This is an optimization exercise on Yosys and OpenROAD, whose aim is small area, a short achievable clock period and few clock cycles per item, not a production implementation. At most, simulation tests tie the RTL to the original design; equivalence was not proved.

Setup of v38:
// raw_timing
module raw_timing (
    input  wire         clk,
    input  wire         rst,
    input  wire         start,
    input  wire [1:0]   op,
    input  wire [1:0]   fmt,
    input  wire [7:0]   acc,
    input  wire [127:0] dur,
    input  wire [15:0]  base_in,
    input  wire [15:0]  n_bits,
    input  wire [15:0]  n_ones,
    input  wire [15:0]  dl,
    output wire         ready,
    output reg          done,
    output reg  [2:0]   status,
    output wire [15:0]  base,
    output wire [15:0]  len,
    output reg  [127:0] ticks
);
Size: roughly 310 flip-flops, about 370 I/O pins, roughly 29000 um2 of cells after synthesis.
Settings: LEC_CHECK=0, CAP_MARGIN=20, CORE_MARGIN=2, CORE_UTILIZATION=40, SETUP_SLACK_MARGIN=5.0, SLEW_MARGIN=20; clock period 9.0 ns.
run.sh (not shown) runs the stock make flow with config.mk's settings and CLKGATE_MAP_FILE= SYNTH_SCRIPT=/design/flow/synth_recipe.tcl, a recipe that flattens the netlist after the stock synthesis.
Per the final summary, v38 finished and its layout is clean on timing, DRC and antenna.
### v38 -> v25
--- a/flow/design.v
+++ b/flow/design.v
@@ -102,19 +102,19 @@
             y4 = a2 ? y8[7:4] : y8[3:0];
             a1 = |y4[3:2];
             y2 = a1 ? y4[3:2] : y4[1:0];
             msb16 = {a3, a2, a1, y2[1]};
         end
     endfunction
     wire [16:0] r2;
     wire [1:0]  q2;
     rt_divider u_dig (.r(R), .d(D), .r2(r2), .q(q2));
-    wire        tick_mode = (state == S_TSET) || (state == S_TICK);
+    reg         tick_mode;       
     wire [15:0] pa = d[{rd[2:1], 1'b0}];
     wire [15:0] pb = d[{rd[2:1], 1'b1}];
     wire [15:0] xs = rd[0] ? pb : pa;
     wire [16:0] xn = fl;          
     wire [4:0]  mx  = xn[16] ? 5'd16 : {1'b0, msb16(xn[15:0])};
     wire [4:0]  mr  = {1'b0, msb16(R[15:0])};
     wire [5:0]  df  = {1'b0, tick_mode ? mx : mr} - {2'b00, msb16(A)};
     wire [3:0]  cnt_n = df[5] ? 4'd0 : df[4:1];
     wire [32:0] dsh = {17'd0, A} << {cnt_n, 1'b0};
@@ -178,18 +178,19 @@
                     nz_r   <= n_bits[12:0];
                     ones_r <= n_ones[12:0];
                     dl_r   <= dl[9:0];
                     A      <= 16'd0;
                     R      <= {1'b0, base_in};
                     D      <= 17'd1;
                     fl     <= 17'd0;
                     P      <= 13'd0;
                     gk     <= (op == OP_RENDER) ? 3'd6 : 3'd0;
+                    tick_mode <= 1'b0;
                     mid    <= 1'b0;
                     rd     <= (op == OP_RENDER) ? 3'd4 : 3'd0;
                     pv_r   <= 1'b0;
                     padd   <= 1'b0;
                     if (in_illegal) begin
                         status <= ST_ILLEGAL;
                         done   <= 1'b1;
                     end else if (fmt[1]) begin
                         status <= ST_TIMING_UNS;
@@ -287,19 +288,20 @@
                                     done    <= 1'b1;
                                     ready_r <= 1'b1;
                                     state   <= S_IDLE;
                                 end else if (!conv) begin
                                     status  <= ST_OK;
                                     done    <= 1'b1;
                                     ready_r <= 1'b1;
                                     state   <= S_IDLE;
                                 end else begin
-                                    state <= S_TSET;
+                                    state     <= S_TSET;
+                                    tick_mode <= 1'b1;
                                 end
                             end
                         endcase
                     end else if (R < {1'b0, A, 2'b00}) begin
                         A <= r2[15:0];
                         D <= r2;
                         R <= {1'b0, A};
                     end else begin
                         D   <= d_al;
@@ -336,19 +338,20 @@
                     pv_r     <= 1'b1;
                     plast_r  <= (cnt == 4'd0);
                     pfresh_r <= first;
                     first    <= (cnt == 4'd0);
                     if (cnt == 4'd0) begin
                         for (j = 0; j < 8; j = j + 1)
                             if (ti == j) ticks[16*j +: 16] <= tq;
                         if (xnz && tq == 16'd0) unrep <= 1'b1;
                         if (ti == 3'd3) begin
-                            state <= S_FIN1;
+                            state     <= S_FIN1;
+                            tick_mode <= 1'b0;
                         end else begin
                             ti  <= ti + 3'd1;
                             R     <= xn;
                             D     <= d_al;
                             cnt   <= cnt_n;
                             Q     <= 16'd0;
                             xnz   <= xnz_n;
                             fl    <= xpf;
                             xnz_n <= (xs != 16'd0);
--- outcome ---
- The synthesized cell count reported for v25 is smaller than that of v38 by 0.55%.
- Side by side, critical path depth turned out higher in v25 than in v38.
- Slack of the critical path (lower): v38
- v25 vs. v38: clock insertion delay at the later pin of the skew report held steady.
- Highest clock rate is higher on v25
- STATUS worst-case setup slack after placement: v25 wins against v38
- Looking at final sequential cell count, v25 sits 1 higher than v38 does.
- Between v25 and v38, it is v25 whose number of antenna violations at the first check in global routing is lower, by 3.
- The endpoint of the most critical setup path comes out D[0]$_DFFE_PP_ in one run and A[13]$_DFFE_PP_ in the other, namely in v25 and v38 respectively.
- The sequential share of layout area on v38 is in line with that on v25.
Testbench counts of v25, summed over its fixed seeds: cycles 148,597, ops 2,400.
Function not checked in v38: the RTL went through the layout flow alone.

-- separate check: timing with driven ports --
How much do the figures lean on ideal ports? The routed layouts below were timed once more, with nothing changed but the port constraints. Step 1 (the two cells are an assumption about what drives the block):
set clk [get_ports {clk}]
set_driving_cell -lib_cell sky130_fd_sc_hd__clkbuf_16 $clk
set_driving_cell -lib_cell sky130_fd_sc_hd__buf_2 [delete_from_list [all_inputs] $clk]
Step 2, shift: input delay + t, output delay - t, t = (earliest + latest rising clock arrival at the registers) / 2. This alone moves slack from input paths to output paths. Slacks: no drivers / after step 1 / after step 2; pairs: no drivers / after step 1.
run	shift t [ns]	slack for setup (ns)	worst slew at a driven data input, ns
v38	0.647	4.375 / 4.375 / 4.325	0.11
v25	0.643	4.491 / 4.491 / 4.415	0.12
After both steps every run listed still meets setup and hold. The setup slack of v25, which loses most, moves by 0.000 ns with the drivers and by -0.076 ns with both steps.
